Context: an optimization exercise on an open-source flow, tuned for small area, a short achievable clock period and few clock cycles. The choices shown serve that exercise and are no tape-out recipe. Only simulation tests tie the RTL to the original design; equivalence was not proved. Power and IR drop assume default switching activity.

## P
==> flow/design.v <==
module rq_qnt_pre (
    input  wire [31:0] w,
    output wire [24:0] k         
);
    wire        s = w[31];
    wire [7:0]  e = w[30:23];
    wire [22:0] f = w[22:0];
    wire brw   = {f[6:0], 1'b0} < {f[21:15], f[14:0] != 15'd0};
    wire exact = (e == 8'd127 && f[21:0] == 22'd0) || (e == 8'd126 && f == 23'd0);
    wire nan   = (e == 8'd255) && (f != 23'd0);
    wire big   = e[7];                       
    wire tiny  = ~e[7] & ~(e[6:4] == 3'b111) & ~(e[6:0] == 7'h6f);   
    wire [1:0]  cls = (nan | tiny) ? 2'b01 : big ? 2'b10 : 2'b00;
    wire        xb  = brw | (s & exact);
    wire [16:0] y0  = {1'b1, f[22:7]} - {15'd1, f[22]};
    wire [16:0] y1  = {1'b1, f[22:7]} - {14'd0, f[22], ~f[22], ~f[22]};
    wire [16:0] y   = xb ? y1 : y0;
    wire [4:0]  a   = {~e[4], ~e[3:0]};      
    assign k = {s, cls, a, y};
endmodule
module rq_qnt (
    input  wire [24:0] k,
    output wire [15:0] q
);
    wire        s     = k[24];
    wire [1:0]  cls   = k[23:22];
    wire [4:0]  a     = k[21:17];
    wire [16:0] y     = k[16:0];
    wire [17:0] xs  = {s, y ^ {17{s}}};
    wire [17:0] t   = $signed(xs) >>> a;
    wire [17:0] u   = t + 18'd1;
    wire        ovf = u[17] ^ u[16];
    assign q = cls[0]         ? 16'h0000 :
               (cls[1] | ovf) ? {s, {15{~s}}} : u[16:1];
endmodule
module rq_core (
    input  wire        clk,
    input  wire        rst,         
    input  wire        cmd_valid,
    output wire        cmd_ready,
    input  wire [31:0] cmd_data,
    output reg         out_valid,
    output reg  [15:0] out_data
);
    localparam [1:0] ST_UNCONF = 2'd0, ST_READY = 2'd1, ST_ERROR = 2'd2;
    localparam [2:0] C_CFG_TARGET = 3'd1, C_CFG_RATES = 3'd2,
                     C_PROTOCOL   = 3'd3, C_ILLEGAL   = 3'd4;
    localparam integer P_HDR   = 0,    
                       P_CFG   = 1,    
                       P_PRATE = 2,    
                       P_DIV   = 3,    
                       P_CHK   = 4,    
                       P_EMIT0 = 5,    
                       P_EMIT1 = 6,    
                       P_SAMP  = 7,    
                       P_DROP  = 8;    
    reg [1:0]  state;
    reg [2:0]  cause;
    reg [30:0] trate;         
    reg [8:0]  ph;            
    reg        rdy;           
    reg        is_err;        
    reg        pflag;         
    reg        first;         
    reg [32:0] rreg;          
    reg [23:0] remain;        
    reg [23:0] qr;            
    reg        qz;            
    reg [4:0]  cnt;           
    reg        cz;            
    reg [32:0] acc;           
    reg        s1v, s2v;
    reg [31:0] s1;
    reg [24:0] s2;
    assign cmd_ready = rdy;
    wire       hs   = cmd_valid & rdy;
    wire [7:0] op   = cmd_data[31:24];
    wire [23:0] len = cmd_data[23:0];
    wire [24:0] kq;
    wire [15:0] q;
    rq_qnt_pre u_pre (.w(s1), .k(kq));
    rq_qnt     u_qnt (.k(s2), .q(q));
    wire        samp  = ph[P_SAMP] | ph[P_EMIT1];
    wire        bit_n = qr[23];
    wire        cina  = ~first;
    wire [33:0] sa2   = {acc, 1'b1} + {~rreg, cina};
    wire [32:0] sum_a = sa2[33:1];
    wire        a_neg = sum_a[32];
    wire        x_zero = ph[P_PRATE] | ph[P_CHK] | first;
    wire        x_dbl  = ph[P_DIV] & ~first;
    wire [32:0] x_b    = x_zero ? 33'd0 : x_dbl ? {acc[31:0], 1'b0} : acc;
    wire        z_sub  = ph[P_EMIT0] | samp;
    wire        z_t    = ph[P_PRATE] | ph[P_CHK] | (ph[P_DIV] & bit_n & ~cz);
    wire [32:0] z_b    = z_sub ? ~{1'b0, trate, 1'b0} : z_t ? {2'b0, trate} : 33'd0;
    wire [33:0] sb2    = {x_b, 1'b1} + {z_b, z_sub};
    wire [32:0] sum_b  = sb2[33:1];
    wire        pick = acc[32] & ~qz;
    wire        rbad = rreg[31] | ~a_neg;    
    wire        ge   = ~a_neg;               
    wire        h_stop  = (cmd_data == 32'h0300_0000);
    wire        h_cfg   = (cmd_data == 32'h0100_0000);
    wire        h_proc  = (op == 8'h02);
    wire        len_small = (len[23:9] == 15'd0);
    wire        hdr_ill = ~h_stop & ~h_cfg & ~h_proc & (state != ST_ERROR);
    wire        t_bad   = cmd_data[31] | (cmd_data == 32'd0);
    wire        samp_hs = samp & hs;
    wire        e0_go   = ph[P_EMIT0] & ~s1v & ~s2v;    
    wire        acc_a   = (ph[P_DIV] & ~first & ge) | (samp_hs & pick);
    wire        acc_en  = acc_a | ph[P_PRATE] | ph[P_DIV] | ph[P_CHK] | e0_go | samp_hs;
    wire        qr_ld     = ph[P_HDR];
    wire        qr_inc_en = (ph[P_DIV] & ~first & ge) | (ph[P_CHK] & ge);
    wire        qr_shl    = ph[P_DIV] & (first | ~ge) & ~cz;
    wire        qr_dec_en = samp_hs & pick;
    wire [23:0] qr_inc = qr + 24'd1;
    wire [23:0] qr_dec = qr - 24'd1;
    wire        qr_one = (qr == 24'd1);
    wire [23:0] rm_dec = remain - 24'd1;
    wire        rm_one = (remain == 24'd1);
    wire        rm_z   = (remain == 24'd0);
    reg [8:0]  nph;
    always @* begin
        nph = ph;
        if (hs & (ph[P_SAMP] | ph[P_DROP] | ph[P_EMIT1]) & rm_one) begin
            nph = 9'd0; nph[P_HDR] = 1'b1;
        end else if (ph[P_EMIT1]) begin
            nph = 9'd0;
            if (rm_z | (is_err & ~pflag)) nph[P_HDR]  = 1'b1;
            else if (is_err)              nph[P_DROP] = 1'b1;
            else                          nph[P_SAMP] = 1'b1;
        end else if (ph[P_HDR] & hs) begin
            nph = 9'd0;
            if (h_cfg)        nph[P_CFG]   = 1'b1;
            else if (h_proc)  nph[P_PRATE] = 1'b1;
            else if (hdr_ill) nph[P_EMIT0] = 1'b1;
            else              nph[P_HDR]   = 1'b1;
        end else if (ph[P_CFG] & hs) begin
            nph = 9'd0;
            if (state == ST_ERROR)                   nph[P_HDR]   = 1'b1;
            else if (state == ST_READY || t_bad)     nph[P_EMIT0] = 1'b1;
            else                                     nph[P_HDR]   = 1'b1;
        end else if (ph[P_PRATE] & hs) begin
            nph = 9'd0;
            if (state == ST_ERROR)       nph[rm_z ? P_HDR : P_DROP] = 1'b1;
            else if (state == ST_UNCONF) nph[P_EMIT0] = 1'b1;
            else                         nph[P_DIV]   = 1'b1;
        end else if (ph[P_DIV]) begin
            if (first ? rbad : (!ge && cz)) begin
                nph = 9'd0;
                nph[first ? P_EMIT0 : P_CHK] = 1'b1;
            end
        end else if (ph[P_CHK]) begin
            nph = 9'd0; nph[P_EMIT0] = 1'b1;
        end else if (e0_go) begin
            nph = 9'd0; nph[P_EMIT1] = 1'b1;
        end
    end
    always @(posedge clk) begin
        s1 <= cmd_data;
        s2 <= kq;
        out_data <= ph[P_EMIT0] ? (is_err ? 16'he000 : {8'h10, qr[23:16]}) :
                    ph[P_EMIT1] ? (is_err ? {13'd0, cause} : qr[15:0]) : q;
        if (ph[P_CFG]) trate <= cmd_data[30:0];
        if (ph[P_HDR]) remain <= len;
        else if ((samp | ph[P_DROP]) & hs) remain <= rm_dec;
        if (acc_en) acc <= acc_a ? sum_a : sum_b;
        if (qr_ld | qr_inc_en | qr_shl | qr_dec_en)
            qr <= qr_ld ? (len_small ? {len[8:0], 15'd0} : len) :
                  qr_inc_en ? qr_inc : qr_shl ? {qr[22:0], 1'b0} : qr_dec;
        if (qr_ld) begin
            cnt <= len_small ? 5'd9 : 5'd24;
            cz  <= 1'b0;
        end else if (qr_shl) begin
            cnt <= cnt - 5'd1;
            cz  <= (cnt == 5'd1);
        end
        if (ph[P_PRATE]) rreg <= {cmd_data[31], cmd_data};
        else if (e0_go)  rreg <= {sum_a[31:0], 1'b0};        
        if (e0_go) qz <= (qr == 24'd0);
        else if (qr_dec_en) qz <= qr_one;
        if (ph[P_HDR]) pflag <= 1'b0;
        else if (ph[P_PRATE]) pflag <= 1'b1;
        if (rst) begin
            state     <= ST_UNCONF;
            cause     <= 3'd0;
            ph        <= 9'd1;
            rdy       <= 1'b1;
            out_valid <= 1'b0;
            s1v       <= 1'b0;
            s2v       <= 1'b0;
            first     <= 1'b0;
        end else begin
            ph        <= nph;
            rdy       <= nph[P_HDR] | nph[P_CFG] | nph[P_PRATE] | nph[P_SAMP] | nph[P_DROP] |
                         (nph[P_EMIT1] & ~is_err & ~rm_z);
            s1v       <= samp_hs & pick;
            s2v       <= s1v;
            out_valid <= s2v | e0_go | ph[P_EMIT1];
            if (ph[P_PRATE] & hs) first <= (state == ST_READY);
            else if (ph[P_DIV]) first <= 1'b0;
            if (ph[P_HDR] & hs) begin
                if (h_stop) begin
                    state <= ST_UNCONF;
                    cause <= 3'd0;
                end else if (hdr_ill) begin
                    state  <= ST_ERROR;
                    cause  <= C_ILLEGAL;
                    is_err <= 1'b1;
                end
            end
            if (ph[P_CFG] & hs & (state != ST_ERROR)) begin
                if (state == ST_READY) begin
                    state  <= ST_ERROR;
                    cause  <= C_PROTOCOL;
                    is_err <= 1'b1;
                end else if (t_bad) begin
                    state  <= ST_ERROR;
                    cause  <= C_CFG_TARGET;
                    is_err <= 1'b1;
                end else begin
                    state <= ST_READY;
                end
            end
            if (ph[P_PRATE] & hs) begin
                if (state == ST_UNCONF) begin
                    state  <= ST_ERROR;
                    cause  <= C_PROTOCOL;
                    is_err <= 1'b1;
                end else if (state == ST_READY) begin
                    is_err <= 1'b0;
                end
            end
            if (ph[P_DIV] & first & rbad) begin
                state  <= ST_ERROR;
                cause  <= C_CFG_RATES;
                is_err <= 1'b1;
            end
        end
    end
endmodule
export LEC_CHECK = 0
export CAP_MARGIN = 20
export CORE_MARGIN = 2
export CORE_UTILIZATION = 50
export CTS_BUF_LIST = sky130_fd_sc_hd__clkbuf_4 sky130_fd_sc_hd__clkbuf_8
export SLEW_MARGIN = 20
create_clock -name core_clock -period 12.0 [get_ports {clk}]
standard.sh (not shown) runs the stock make flow with config.mk's settings and CLKGATE_MAP_FILE= SYNTH_SCRIPT=/design/flow/synth_recipe.tcl, a recipe that flattens the netlist after the stock synthesis.
==> flow/flow/run.sh <==
#!/bin/bash
# Standard layout, with timing repair aimed below the clock period:
# repair_timing works to a setup slack of SETUP_SLACK_MARGIN ns.
set -euo pipefail
export SETUP_SLACK_MARGIN=8
bash standard.sh > standard_flow.log 2>&1
Testbench counts of P, summed over its fixed seeds: cycles 77,367.
Relative to P, the following input files were edited for Q:
--- a/flow/design.v
+++ b/flow/design.v
@@ -158,5 +158,5 @@
         s1 <= cmd_data;
         s2 <= kq;
-        out_data <= ph[P_EMIT0] ? (is_err ? 16'he000 : {8'h10, qr[23:16]}) :
+        out_data <= e0_go       ? (is_err ? 16'he000 : {8'h10, qr[23:16]}) :
                     ph[P_EMIT1] ? (is_err ? {13'd0, cause} : qr[15:0]) : q;
         if (ph[P_CFG]) trate <= cmd_data[30:0];
Result: PASS for each of Q and P. Number of buffers outside the clock class in the layout delta for Q relative to P: 15% higher. From P to Q the numbers moved as follows: number of antenna violations at the first check in global routing picked up an extra 2, initial standard-cell utilization of the core flat, power fell by about 1.4%, wire length reported by the detailed router decreased by about 1.2% relative to the old numbers, buffer share of cell area went up. Between P and Q, routability congestion estimate from global placement decreased. In the metrics for Q and P, the one carrying the lower wire length per cell after detailed routing is Q. Going from P to Q, setup slack of the critical path after layout shows a reduction of 0.020 ns, global-route usage shows no meaningful change.
Testbench counts of Q, summed over its fixed seeds: cycles 77,367.

==> re-timing with driven ports <==
In the flow no input, the clock included, has a driving cell. The finished layouts below were timed again as built, in two steps. Step 1, drivers: a clkbuf_16 drives clk and a buf_2 each remaining input, both assumed. Step 2, shift: input delay + t, output delay - t, t = (earliest + latest rising clock arrival at the registers) / 2. This alone moves slack from input paths to output paths. Slacks: ideal ports / drivers / drivers and shift; pairs: ideal ports / drivers.
| run | shift t [ns] | setup slack, ns | hold WS [ns] | slew at the worst register clock pin (ns) |
|---|---|---|---|---|
| P | 0.679 | 7.988 / 7.974 / 7.295 | 0.365 / 0.365 / 0.365 | 0.07 / 0.07 |
| Q | 0.674 | 7.968 / 7.961 / 7.330 | 0.382 / 0.382 / 0.382 | 0.07 / 0.07 |
After both steps every run listed still meets setup and hold. For P, which loses most, drivers alone change the setup slack by -0.014 ns; drivers and shift together by -0.693 ns.
